What follows belongs to an exercise in optimizing a design on an open flow for small area, a short achievable clock period and few clock cycles per item; a production flow would make more cautious choices.
Only simulation tests tie the RTL to the original design; equivalence was not proved.

== run 1 ==
Design ddp, start of the top module:
module ddp #(
    parameter MAX_PAYLOAD_BYTES = 16
) (
    input  wire        clk,
    input  wire        rst,
    input  wire        bus_valid,
    input  wire        bus_we,
    input  wire [1:0]  bus_size,
    input  wire [18:0] bus_addr,
    input  wire [31:0] bus_wdata,
    output reg         rsp_valid,
    output reg         rsp_err,
    output wire [31:0] rsp_rdata
);
    localparam PB = 16;
    localparam MT = 17;
    localparam MF = 16;
    localparam ERR_OK    = 3'd0;
    localparam ERR_SHORT = 3'd1;
    localparam ERR_OOR   = 3'd2;
    localparam ERR_UNSUP = 3'd3;
    localparam ERR_BAD   = 3'd4;
    localparam S_IDLE = 3'd0;
    localparam S_FIN  = 3'd1;
    localparam S_EXT  = 3'd2;
    localparam S_NS   = 3'd3;
    localparam S_SCAN = 3'd4;
    localparam S_HDR  = 3'd5;
    localparam S_LK   = 3'd6;
    reg [127:0] pbuf;           
    reg [87:0]  snap;           
    reg [11:0]  len_r;
    reg [31:0]  arg0, arg1, res0;
    reg [31:0]  bigv;
    reg [7:0]   cur_s, err_s;
    reg         cur_big, err_big;
    reg [5:0]   res1_lo;        
    reg [4:0]   res1_hi;        
    reg         st_busy, st_done, st_dd_valid, st_hit, st_wign;
    reg [2:0]   st_err;
    reg [23:0]  dd_mand;
    reg [5:0]   dd_flags;
    reg [5:0]   tido;
    reg [5:0]   dcnt;           
    reg [5:0]   tcnt;           
    reg [4:0]   sp_r, tp_r, mtp_r;
    reg [4:0]   fcnt;           
    reg [4:0]   fend   [0:MT-1];    
    reg [3:0]   fdv    [0:MF-1];    
    reg [2:0]   state;
  ...
Size in the first run: about 6400 cells after synthesis, about 91 I/O pins.
Settings: LEC_CHECK=0, ABC_CLOCK_PERIOD_IN_PS=4000, CAP_MARGIN=20, CORE_MARGIN=2, CORE_UTILIZATION=45, PLACE_DENSITY=0.6, SETUP_SLACK_MARGIN=5, SLEW_MARGIN=20; clock period 12.5 ns.
standard.sh (not shown) runs the stock make flow with config.mk's settings and CLKGATE_MAP_FILE= SYNTH_SCRIPT=/design/flow/synth_recipe.tcl, a recipe that flattens the netlist after the stock synthesis.
==> flow/flow/run.sh <==
#!/bin/bash
set -euo pipefail
bash standard.sh SETUP_SLACK_MARGIN=7 finish > standard_flow.log 2>&1
Testbench counts of run 1, summed over its fixed seeds: cycles 28,790, items 2,883.
--- input diff run 1..run 3 ---
--- a/flow/design.v
+++ b/flow/design.v
@@ -133,31 +133,25 @@
     end
     wire [4:0]  h_dv   = {sb[127-35], sb[127-36], sb[127-37], sb[127-38], sb[127-39]};
     wire [5:0]  h_d1   = {1'b0, h_dv} + 6'd1;
     wire [5:0]  h_T    = pt_q + 6'd1;
     wire [10:0] h_prod = h_T * h_dv;                       
     wire [12:0] h_de   = 13'd40 + {5'd0, h_T, 2'b00} + {1'b0, h_prod, 1'b0};   
     wire        h_fail = !pf_q || (h_de > {5'd0, L8});
     function [5:0] ns_width;           
         input [31:0] n;
-        reg   [4:0]  msb;
-        reg          above, np2;
+        reg   [31:0] nm1;
         integer i;
         begin
-            msb = 5'd0;
-            above = 1'b0;
-            np2 = 1'b0;
-            for (i = 31; i >= 0; i = i - 1) begin
-                if (n[i] && above) np2 = 1'b1;
-                if (n[i] && !above) msb = i;
-                above = above | n[i];
-            end
-            ns_width = {1'b0, msb} + {5'd0, np2};
+            nm1 = n - 32'd1;
+            ns_width = 6'd0;
+            for (i = 0; i < 32; i = i + 1)
+                if (nm1[i]) ns_width = i + 1;
         end
     endfunction
     function [32:0] lowmask;           
         input [5:0] n;
         integer i;
         begin
             for (i = 0; i < 33; i = i + 1)
                 lowmask[i] = (i < n);
         end
@@ -431,19 +425,19 @@
     assign src_p_d = busy_next;
     wire busy_next = issue || (st_busy && !(state == S_FIN || state == S_EXT || state == S_NS || state == S_LK || s_end));
     integer i;
     always @(posedge clk) begin
         pre_q   <= pre_d;
         dti_q   <= word && (a[18:16] == 3'd2) && kd_ok;
         dti_h_q <= a[2];
         fdi_q   <= word && (a[18:16] == 3'd3) && k_ok;
         fb_q    <= f_end;
-        if (issue) ns_w <= c_ext ? arg1[5:0] : ns_wc;    
+        if (issue) ns_w <= ns_wc;
         pt_q    <= p_t;
         pf_q    <= |stp;
         pbw_q   <= |pb_we;
         if (rst) begin
             rsp_valid   <= 1'b0;
             rsp_err     <= 1'b0;
             len_r       <= 12'd0;
             arg0        <= 32'd0;
             arg1        <= 32'd0;
@@ -491,19 +485,19 @@
                     res1_hi <= 5'd0;
                     bigv    <= arg0;
                     cur_big <= 1'b0;
                     err_s   <= 8'd0;
                     if (ex_oor) begin
                         st_err <= ERR_OOR; err_big <= 1'b1;
                         res0 <= 32'd0; res1_lo <= 6'd0; cur_s <= 8'd0;
                     end else begin
                         st_err <= ERR_OK; err_big <= 1'b0;
-                        res0 <= win & ns_lm[31:0];
+                        res0 <= win & lowmask(arg1[5:0]);
                         res1_lo <= arg1[5:0];
                         cur_s <= ex_end[7:0];
                     end
                 end
                 S_NS: begin
                     st_busy <= 1'b0;
                     st_done <= 1'b1;
                     state   <= S_IDLE;
                     res1_hi <= 5'd0;
## What came out
- Run 1 has a lower area growth from synthesis to final layout than run 3.
- Diff run 1 and run 3: net count of the mapped netlist higher in run 3
- Floorplan check, run 3 vs run 1: die outline larger in run 3
- Relative to run 1, utilization increased by 2.0 points in run 3.
- Met2 track demand over resource: run 1 and run 3 compared, higher one is run 3
- Post-route standard cell area excluding fillers, run 1 and run 3: lower on run 1
- In the tables for run 1 and run 3, sequential share of layout area reads higher with run 1.
- Looking at slowest stage cell on the critical path, the a22oi_2 result is from run 3; the mux4_2 one comes from run 1.
Testbench counts of run 3, summed over its fixed seeds: cycles 28,790, items 2,883.

## afterwards: timing with drivers on the ports
The results above use ideal ports. As a check the final layouts listed here were re-extracted and re-timed, cells and wires unchanged. Step 1 sets driving cells, clkbuf_16 on the clock port and buf_2 on the other inputs (assumed; they add their load-dependent delay and slew). Step 2, shift: input delay + t, output delay - t, t = (earliest + latest rising clock arrival at the registers) / 2. This alone moves slack from input paths to output paths. a / b / c = no drivers / after step 1 / after step 2; a / b = the first two.
| run | t (ns) | setup slack, ns | worst register clock-pin slew, ns | worst data-port slew with drivers (ns) |
|---|---|---|---|---|
| run 1 | 0.831 | 6.124 / 6.124 / 5.397 | 0.07 / 0.07 | 0.19 |
| run 3 | 0.797 | 6.048 / 6.048 / 5.540 | 0.07 / 0.07 | 0.14 |
After both steps setup and hold are still met in every run listed. The setup slack of run 1, which loses most, moves by 0.000 ns with the drivers and by -0.727 ns with both steps.
